Source: an optimization exercise on an open RTL-to-GDS flow (aim: small area, a short achievable clock period and few clock cycles). Production flows keep margins and buffers that such runs may drop. The RTL was checked by simulation tests, not by an equivalence proof against the original design. Power figures rest on the tool's default switching activity, not on a simulated workload.

==> inputs of job 6940 <==
// ft300_stream
module ft300_stream (
    input  wire         clk,
    input  wire         rst,             
    input  wire         ev_valid,
    input  wire [10:0]  ev,              
    input  wire [31:0]  now,             
    output wire         ev_ready,
    output reg          meas_valid,
    output reg  [107:0] meas_h,          
    output wire [383:0] meas_f,          
    output reg  [31:0]  meas_freq,       
    output reg          stop_valid,
    output wire [2:0]   st,
    output wire [1:0]   err,
    output wire [1:0]   err_detail,
    output wire         xport_held,
    output wire         zero_valid,
    output wire         cancel_pending,
    output wire [4:0]   clen,
    output wire [31:0]  count
);
==> flow/config.mk <==
export PLATFORM = sky130hd
export DESIGN_NAME = ft300_stream
export DESIGN_NICKNAME = ft300_stream
export VERILOG_FILES = /design/flow/design.v
export SDC_FILE = /design/flow/constraint.sdc
export NUM_CORES = 4
export LEC_CHECK = 0
export ABC_AREA = 1
export CAP_MARGIN = 20
export CORE_MARGIN = 2
export CORE_UTILIZATION = 40
export SLEW_MARGIN = 20
==> flow/constraint.sdc <==
create_clock -name core_clock -period 15.0 [get_ports {clk}]
set_input_delay 3.0000 -clock core_clock [delete_from_list [all_inputs] [get_ports {clk}]]
set_output_delay 3.0000 -clock core_clock [all_outputs]
set_load 0.01 [all_outputs]
run.sh (not shown) runs the stock make flow with config.mk's settings and CLKGATE_MAP_FILE= SYNTH_SCRIPT=/design/flow/synth_recipe.tcl, a recipe that flattens the netlist after the stock synthesis.
==> inputs of job 3032, as changes to job 6940 <==
--- a/flow/design.v
+++ b/flow/design.v
@@ -4,11 +4,11 @@
     input  wire         ev_valid,
     input  wire [10:0]  ev,              
     input  wire [31:0]  now,             
     output wire         ev_ready,
     output reg          meas_valid,
-    output reg  [107:0] meas_h,          
+    output wire [107:0] meas_h,          
     output wire [383:0] meas_f,          
     output reg  [31:0]  meas_freq,       
     output reg          stop_valid,
     output wire [2:0]   st,
     output wire [1:0]   err,
@@ -36,12 +36,12 @@
     localparam [1:0] DET_NONE    = 2'b00;
     localparam [1:0] DET_TIMEOUT = 2'b01;
     localparam [1:0] DET_LENGTH  = 2'b10;
     localparam [1:0] DET_CRC     = 2'b11;
     localparam [15:0] CRC_AFTER_MARKER = 16'h4498;
-    localparam [51:0] N_ONE  = 52'd1000000;               
-    localparam [51:0] N_ONEN = 52'd1000000 << 32;         
+    localparam [45:0] N_ONE  = 46'd15625;                 
+    localparam [45:0] N_ONEN = 46'd15625 << 32;           
     reg [2:0]   st_q;
     reg [4:0]   clen_q;
     reg         m1_q;
     reg [15:0]  crc_q;
     reg         zero_valid_q;
@@ -246,16 +246,20 @@
         end
     end
     wire [16:0] dC1 = {1'b0, hB_q} - {1'b0, zB_q};      
     wire [16:0] dC2 = {1'b0, zB_q} - {1'b0, hB_q};      
     wire [15:0] aC  = dC1[16] ? dC2[15:0] : dC1[15:0];
+    reg [16:0] mh_q [0:5];
+    assign meas_h = {{4{mh_q[5][16]}}, mh_q[5][13:0], {4{mh_q[4][16]}}, mh_q[4][13:0],
+                     {4{mh_q[3][16]}}, mh_q[3][13:0], mh_q[2][16], mh_q[2],
+                     mh_q[1][16], mh_q[1], mh_q[0][16], mh_q[0]};
     integer j;
     always @(posedge clk) begin
         if (vB_q) begin
             for (j = 0; j < 6; j = j + 1)
                 if (axB_q == j[2:0])
-                    meas_h[18*j +: 18] <= {dC1[16], dC1};
+                    mh_q[j] <= dC1;
         end
     end
     reg  [15:0] aC_q;
     reg         vC_q;
     reg  [2:0]  axC_q;
@@ -271,37 +275,38 @@
         for (s = 0; s < 16; s = s + 1)
             if (aC_q[s])
                 lzc = 4'd15 - s[3:0];
     end
     wire [15:0] xD = aC_q << lzc;
-    reg  [1:0]  qd;
+    reg  [2:0]  qd;
     reg  [4:0]  rd;
     always @* begin
-        {qd[1], rd} = step25({1'b0, xD[15:11]});
-        {qd[0], rd} = step25({rd, xD[10]});
+        {qd[2], rd} = step25({1'b0, xD[15:11]});
+        {qd[1], rd} = step25({rd, xD[10]});
+        {qd[0], rd} = step25({rd, xD[9]});
     end
-    reg  [1:0]  qD_q;
+    reg  [2:0]  qD_q;
     reg  [4:0]  rD_q;
-    reg  [9:0]  xD_q;
+    reg  [8:0]  xD_q;
     reg  [3:0]  lzD_q;
     reg         nzD_q, vD_q;
     reg  [2:0]  axD_q;
     always @(posedge clk) begin
         qD_q  <= qd;
         rD_q  <= rd;
-        xD_q  <= xD[9:0];
+        xD_q  <= xD[8:0];
         lzD_q <= lzc;
         nzD_q <= (aC_q != 16'd0);
         vD_q  <= vC_q;
         axD_q <= axC_q;
     end
-    reg  [4:0]  qe;
+    reg  [3:0]  qe;
     reg  [4:0]  re;
     integer     ie;
     always @* begin
         re = rD_q;
-        for (ie = 4; ie >= 0; ie = ie - 1)
+        for (ie = 3; ie >= 0; ie = ie - 1)
             {qe[ie], re} = step25({re, xD_q[5 + ie]});
     end
     reg  [6:0]  qE_q;
     reg  [4:0]  rE_q;
     reg  [4:0]  xE_q;
@@ -315,34 +320,40 @@
         lzE_q <= lzD_q;
         nzE_q <= nzD_q;
         vE_q  <= vD_q;
         axE_q <= axD_q;
     end
-    reg  [4:0]  qf;
+    reg  [3:0]  qf;
     reg  [4:0]  rf;
     integer     jf;
     always @* begin
         rf = rE_q;
-        for (jf = 4; jf >= 0; jf = jf - 1)
-            {qf[jf], rf} = step25({rf, xE_q[jf]});
+        for (jf = 3; jf >= 0; jf = jf - 1)
+            {qf[jf], rf} = step25({rf, xE_q[jf + 1]});
     end
-    reg  [11:0] qF_q;
+    reg  [10:0] qF_q;
     reg  [4:0]  rF_q;
+    reg         xF_q;
     reg  [3:0]  lzF_q;
     reg         nzF_q, vF_q;
     reg  [2:0]  axF_q;
     always @(posedge clk) begin
         qF_q  <= {qE_q, qf};
         rF_q  <= rf;
+        xF_q  <= xE_q[0];
         lzF_q <= lzE_q;
         nzF_q <= nzE_q;
         vF_q  <= vE_q;
         axF_q <= axE_q;
     end
+    wire        qg0;
+    wire [4:0]  rG;
+    assign {qg0, rG} = step25({rF_q, xF_q});
+    wire [11:0] qG = {qF_q, qg0};
     reg  [19:0] pat;
     always @* begin
-        case (rF_q)
+        case (rG)
         5'd0:  pat = 20'd0;       5'd1:  pat = 20'd41943;   5'd2:  pat = 20'd83886;
         5'd3:  pat = 20'd125829;  5'd4:  pat = 20'd167772;  5'd5:  pat = 20'd209715;
         5'd6:  pat = 20'd251658;  5'd7:  pat = 20'd293601;  5'd8:  pat = 20'd335544;
         5'd9:  pat = 20'd377487;  5'd10: pat = 20'd419430;  5'd11: pat = 20'd461373;
         5'd12: pat = 20'd503316;  5'd13: pat = 20'd545259;  5'd14: pat = 20'd587202;
@@ -351,12 +362,12 @@
         5'd21: pat = 20'd880803;  5'd22: pat = 20'd922746;  5'd23: pat = 20'd964689;
         5'd24: pat = 20'd1006632;
         default: pat = 20'd0;
         endcase
     end
-    wire        q12  = qF_q[11];
-    wire [10:0] mhiG = q12 ? qF_q[10:0] : {qF_q[9:0], pat[19]};
+    wire        q12  = qG[11];
+    wire [10:0] mhiG = q12 ? qG[10:0] : {qG[9:0], pat[19]};
     wire [19:0] mmdG = q12 ? pat : {pat[18:0], pat[19]};
     wire [3:0]  l4G  = q12 ? {pat[2:0], pat[19]} : {pat[1:0], pat[19:18]};
     wire        gG   = q12 ? pat[18] : pat[17];
     wire [3:0]  mloG = l4G + {3'd0, gG};
     wire [4:0]  exG  = 5'd16 - {1'b0, lzF_q} - {4'd0, !q12};    
@@ -379,59 +390,61 @@
         end
     end
     genvar g;
     generate
         for (g = 0; g < 6; g = g + 1) begin : gf
-            assign meas_f[64*g +: 64] = {meas_h[18*g+17],
+            assign meas_f[64*g +: 64] = {mh_q[g][16],
                                          ex_q[g][5], {6{ex_q[g][4]}}, ex_q[g][3], ex_q[g][2:0],
                                          mhi_q[g], mmd_q[g], mmd_q[g][19:3], mlo_q[g]};
         end
     endgenerate
     reg [1:0]  dph_q;            
     reg [31:0] d_q;              
     reg [31:0] p_q;              
     reg [20:0] s_q;              
     reg [32:0] q_q;              
-    reg [32:0] qp_q;             
     reg [5:0]  cnt_q;            
     reg        sat_q, zres_q;    
-    reg [51:0] nacc_q;           
-    reg [51:0] nn_q;             
-    reg [6:0]  kn_q;             
+    reg [45:0] nacc_q;           
+    reg [6:0]  kc_q;             
+    reg [6:0]  khi_q;            
+    reg [6:0]  klo_q;            
+    reg        fast_q;           
     reg        tcap_q;
     reg        nrst_q;           
-    wire       cwrap   = (count_q == 32'hFFFF_FFFF);
-    wire [51:0] nacc_nx = cwrap ? N_ONE : nacc_q + N_ONE;
+    reg        cwrap_q;          
+    wire       cwrap   = cwrap_q;
+    always @(posedge clk)
+        cwrap_q <= (count_q == 32'hFFFF_FFFF);
+    wire [45:0] nacc_nx = cwrap ? N_ONE : nacc_q + N_ONE;
     reg [4:0]  lze;
     integer    s2;
     always @* begin
         lze = 5'd0;
         for (s2 = 0; s2 < 32; s2 = s2 + 1)
             if (d_q[s2])
                 lze = 5'd31 - s2[4:0];
     end
     wire       ezero = (d_q == 32'd0);
-    wire [6:0] stepsb = kn_q + {2'd0, lze};
-    wire       satc   = ezero || (!cwrap && stepsb > 7'd50);
-    wire       zresc  = cwrap || (stepsb <= 7'd16);
-    wire [6:0] c_init = stepsb - 7'd16;
+    wire       satc   = ezero || (!cwrap && {2'd0, lze} > khi_q);       
+    wire       zresc  = cwrap || ({2'd1, lze} <= klo_q);                
+    wire [6:0] c_init = kc_q + {2'd0, lze};
     wire [32:0] tr  = {p_q, s_q[20]};
     wire [33:0] r1  = {1'b0, tr} - {2'b00, d_q};
     wire        dg  = !r1[33];
     wire [31:0] pn  = dg ? r1[31:0] : tr[31:0];
     wire        nzp = dg ? (tr != {1'b0, d_q}) : (tr != 33'd0);
     wire        rinc  = dg && (nzp || q_q[0]);
-    wire [32:0] qres  = rinc ? qp_q : q_q;
-    wire        done  = busy_q && dph_q[1] && (cnt_q == 6'd1);
+    wire [32:0] qinc  = q_q + 33'd1;
+    wire [32:0] qres  = rinc ? qinc : q_q;
+    wire        done  = busy_q && dph_q[1] && (fast_q || cnt_q == 6'd1);
     always @(posedge clk) begin
-        p_q   <= dph_q[1] ? pn : {1'b0, nn_q[51:21]};
-        s_q   <= dph_q[1] ? {s_q[19:0], 1'b0} : nn_q[20:0];
         q_q   <= dph_q[1] ? {q_q[31:0], dg} : 33'd0;
-        qp_q  <= dph_q[1] ? (dg ? {qp_q[31:0], 1'b0} : {q_q[31:0], 1'b1}) : 33'd1;
-        cnt_q <= dph_q[1] ? cnt_q - 6'd1 : ((satc || zresc) ? 6'd1 : c_init[5:0]);
+        cnt_q <= dph_q[1] ? cnt_q - 6'd1 : c_init[5:0];
         sat_q <= dph_q[1] ? sat_q : satc;
         zres_q <= dph_q[1] ? zres_q : zresc;
+        fast_q <= dph_q[1] ? fast_q : (satc || zresc);
         if (sat_q || (!zres_q && qres[32]))
             meas_freq <= 32'hFFFF_FFFF;
         else if (zres_q)
             meas_freq <= 32'd0;
         else
@@ -577,22 +590,40 @@
             end
             default: ;  
             endcase
         end
         nrst_q <= nreset;
+        if (busy_q && dph_q == 2'd1)
+            nacc_q <= nacc_nx;
         if (nrst_q) begin
             nacc_q <= N_ONE;
-            nn_q   <= N_ONEN;
-            kn_q   <= 7'd6;
-        end else if (busy_q && dph_q == 2'd1) begin
-            nacc_q <= nacc_nx;
-            nn_q   <= nacc_nx;
-            kn_q   <= 7'd38;
-        end else if (nn_q[51:44] == 8'd0) begin
-            nn_q   <= nn_q << 8;
-            kn_q   <= kn_q - 7'd8;
-        end else if (!nn_q[51]) begin
-            nn_q   <= nn_q << 1;
-            kn_q   <= kn_q - 7'd1;
+            p_q    <= {1'b0, N_ONEN[45:15]};
+            s_q    <= {N_ONEN[14:0], 6'd0};
+            kc_q   <= 7'd6 - 7'd16;
+            khi_q  <= 7'd50 - 7'd6;
+            klo_q  <= 7'd48 - 7'd6;
+        end else if (busy_q) begin
+            if (done) begin
+                p_q    <= {1'b0, nacc_q[45:15]};
+                s_q    <= {nacc_q[14:0], 6'd0};
+                kc_q   <= 7'd38 - 7'd16;
+                khi_q  <= 7'd50 - 7'd38;
+                klo_q  <= 7'd48 - 7'd38;
+            end else if (dph_q[1]) begin
+                p_q    <= pn;
+                s_q    <= {s_q[19:0], 1'b0};
+            end
+        end else if (p_q[30:23] == 8'd0) begin
+            p_q    <= {1'b0, p_q[22:0], s_q[20:13]};
+            s_q    <= {s_q[12:0], 8'd0};
+            kc_q   <= kc_q - 7'd8;
+            khi_q  <= khi_q + 7'd8;
+            klo_q  <= klo_q + 7'd8;
+        end else if (!p_q[30]) begin
+            p_q    <= {1'b0, p_q[29:0], s_q[20]};
+            s_q    <= {s_q[19:0], 1'b0};
+            kc_q   <= kc_q - 7'd1;
+            khi_q  <= khi_q + 7'd1;
+            klo_q  <= klo_q + 7'd1;
         end
     end
 endmodule
==> flow/flow/run.sh (new file) <==
#!/bin/bash
# The standard layout (standard.sh: standard synthesis and ORFS flow),
# with two changes to how the layout is made:
#  - timing repair aims for 10.0 ns of setup slack at the design's clock, so
#    repair_timing keeps sizing and buffering paths the 15 ns clock alone
#    would leave as synthesized (SETUP_SLACK_MARGIN);
#  - ports are buffered with sky130_fd_sc_hd__buf_1 rather than the default
#    choice of buffer_ports (every port still gets its buffer).
# The clock, its period and the constraints are the design's (constraint.sdc).
set -euo pipefail
export SETUP_SLACK_MARGIN=10.0
export BUFFER_PORTS_ARGS="-buffer_cell sky130_fd_sc_hd__buf_1"
bash standard.sh > standard_flow.log 2>&1
==> flow/standard.sh (new file) <==
#!/bin/bash
# synth_recipe.tcl (not shown) runs the flow's synth.tcl, then flattens the netlist and writes it again
# the make line also repeats each setting of config.mk as NAME=value (left out here)
make -C /OpenROAD-flow-scripts/flow DESIGN_CONFIG=/design/flow/config.mk WORK_HOME=/design/flow/orfs CLKGATE_MAP_FILE= SYNTH_SCRIPT=/design/flow/synth_recipe.tcl "${@:-finish}"
CORE_UTILIZATION = 55   (was 40)
CTS_BUF_LIST = sky130_fd_sc_hd__clkbuf_4   (was default)
removed: flow/run.sh
==> inputs of job 3801, as changes to job 6940 <==
--- a/flow/design.v
+++ b/flow/design.v
@@ -36,12 +36,12 @@
     localparam [1:0] DET_NONE    = 2'b00;
     localparam [1:0] DET_TIMEOUT = 2'b01;
     localparam [1:0] DET_LENGTH  = 2'b10;
     localparam [1:0] DET_CRC     = 2'b11;
     localparam [15:0] CRC_AFTER_MARKER = 16'h4498;
-    localparam [51:0] N_ONE  = 52'd1000000;               
-    localparam [51:0] N_ONEN = 52'd1000000 << 32;         
+    localparam [45:0] N_ONE  = 46'd15625;                 
+    localparam [45:0] N_ONEN = 46'd15625 << 32;           
     reg [2:0]   st_q;
     reg [4:0]   clen_q;
     reg         m1_q;
     reg [15:0]  crc_q;
     reg         zero_valid_q;
@@ -392,17 +392,17 @@
     reg [20:0] s_q;              
     reg [32:0] q_q;              
     reg [32:0] qp_q;             
     reg [5:0]  cnt_q;            
     reg        sat_q, zres_q;    
-    reg [51:0] nacc_q;           
-    reg [51:0] nn_q;             
+    reg [45:0] nacc_q;           
+    reg [45:0] nn_q;             
     reg [6:0]  kn_q;             
     reg        tcap_q;
     reg        nrst_q;           
     wire       cwrap   = (count_q == 32'hFFFF_FFFF);
-    wire [51:0] nacc_nx = cwrap ? N_ONE : nacc_q + N_ONE;
+    wire [45:0] nacc_nx = cwrap ? N_ONE : nacc_q + N_ONE;
     reg [4:0]  lze;
     integer    s2;
     always @* begin
         lze = 5'd0;
         for (s2 = 0; s2 < 32; s2 = s2 + 1)
@@ -421,12 +421,12 @@
     wire        nzp = dg ? (tr != {1'b0, d_q}) : (tr != 33'd0);
     wire        rinc  = dg && (nzp || q_q[0]);
     wire [32:0] qres  = rinc ? qp_q : q_q;
     wire        done  = busy_q && dph_q[1] && (cnt_q == 6'd1);
     always @(posedge clk) begin
-        p_q   <= dph_q[1] ? pn : {1'b0, nn_q[51:21]};
-        s_q   <= dph_q[1] ? {s_q[19:0], 1'b0} : nn_q[20:0];
+        p_q   <= dph_q[1] ? pn : {1'b0, nn_q[45:15]};
+        s_q   <= dph_q[1] ? {s_q[19:0], 1'b0} : {nn_q[14:0], 6'd0};
         q_q   <= dph_q[1] ? {q_q[31:0], dg} : 33'd0;
         qp_q  <= dph_q[1] ? (dg ? {qp_q[31:0], 1'b0} : {q_q[31:0], 1'b1}) : 33'd1;
         cnt_q <= dph_q[1] ? cnt_q - 6'd1 : ((satc || zresc) ? 6'd1 : c_init[5:0]);
         sat_q <= dph_q[1] ? sat_q : satc;
         zres_q <= dph_q[1] ? zres_q : zresc;
@@ -585,14 +585,14 @@
             kn_q   <= 7'd6;
         end else if (busy_q && dph_q == 2'd1) begin
             nacc_q <= nacc_nx;
             nn_q   <= nacc_nx;
             kn_q   <= 7'd38;
-        end else if (nn_q[51:44] == 8'd0) begin
+        end else if (nn_q[45:38] == 8'd0) begin
             nn_q   <= nn_q << 8;
             kn_q   <= kn_q - 7'd8;
-        end else if (!nn_q[51]) begin
+        end else if (!nn_q[45]) begin
             nn_q   <= nn_q << 1;
             kn_q   <= kn_q - 7'd1;
         end
     end
 endmodule
==> comparison <==
Job 3801 finished clean. Job 3032 completed without violations. Job 6940 ran to the end with no violations.
The highest synthesized area belongs to job 6940, the lowest to job 3032.
Fmax: job 6940 < job 3801 < job 3032.
Cell count: job 3801 is larger than job 3032 (about 1.8%).
In job 6940 the via count is smaller than in job 3801, by about 0.33%.
Against job 3032, the synthesized cell count of job 3801 is smaller by 1.3%.
==> figures <==
RSZ-0062 raised after global routing: job 3801 false; job 6940 false; job 3032 true
Post-DP HPWL: job 3801 99500 µm; job 6940 97900 µm; job 3032 96100 µm
Clock network power share: job 3801 28.3%; job 6940 29.6%; job 3032 25.9%
Clk slew on worst S/H paths: job 3801 0.06 ns; job 6940 0.06 ns; job 3032 0.07 ns
Launch instance of the worst min-delay path: job 3801 qE_q[0]$_DFF_P_; job 6940 axD_q[1]$_DFF_P_; job 3032 vC_q$_DFF_P_
Sequential cell area: job 3801 25400 µm²; job 6940 25800 µm²; job 3032 24000 µm²
Run status: job 3801 no timing/DRC/antenna violations; job 6940 no timing/DRC/antenna violations; job 3032 no timing/DRC/antenna violations
Share of final-layout standard cells stronger than drive strength 1: job 3801 5.77%; job 6940 6.37%; job 3032 10.4%
Sequential share of power: job 3801 34.8%; job 6940 34.2%; job 3032 38.8%
Power group with the largest share: job 3801 combinational logic; job 6940 combinational logic; job 3032 registers
Y dimension of the die: job 3801 351 µm; job 6940 353 µm; job 3032 297 µm
Critical path endpoint: job 3801 meas_freq[4]$_SDFF_PP1_; job 6940 cnt_q[0]$_DFF_P_; job 3032 count[5]
Testbench counts of job 6940, summed over its fixed seeds: cycles 17,529.
Testbench counts of job 3032, summed over its fixed seeds: cycles 17,529.
Testbench counts of job 3801, summed over its fixed seeds: cycles 17,529.

## separate check: timing with driven ports
In the flow no input, the clock included, has a driving cell. The finished layouts below were timed again as built, in two steps. Step 1 assumes that a clkbuf_16 drives the clock port and a buf_2 every other input. Step 2 moves the port delays by t, midway between the first and last clock arrival at a register: inputs arrive t later, outputs are due t later. That takes back most of the time a late clock gives input paths. Three values: ideal ports, drivers, drivers and shift; two values: the first two.
| run | t, ns | setup WS [ns] | worst setup path after step 2 | clock arrival spread, ns | cell pins on the clock port's net |
|---|---|---|---|---|---|
| job 6940 | 0.774 | 9.391 / 9.391 / 8.893 | input to register | 0.028 / 0.028 | 1 |
| job 3032 | 1.180 | 10.022 / 9.948 / 9.490 | input to register | 0.076 / 0.076 | 1 |
| job 3801 | 0.765 | 9.508 / 9.508 / 9.170 | input to register | 0.044 / 0.044 | 1 |
After both steps setup and hold are still met in every run listed. The setup slack of job 3032, which loses most, moves by -0.074 ns with the drivers and by -0.532 ns with both steps.
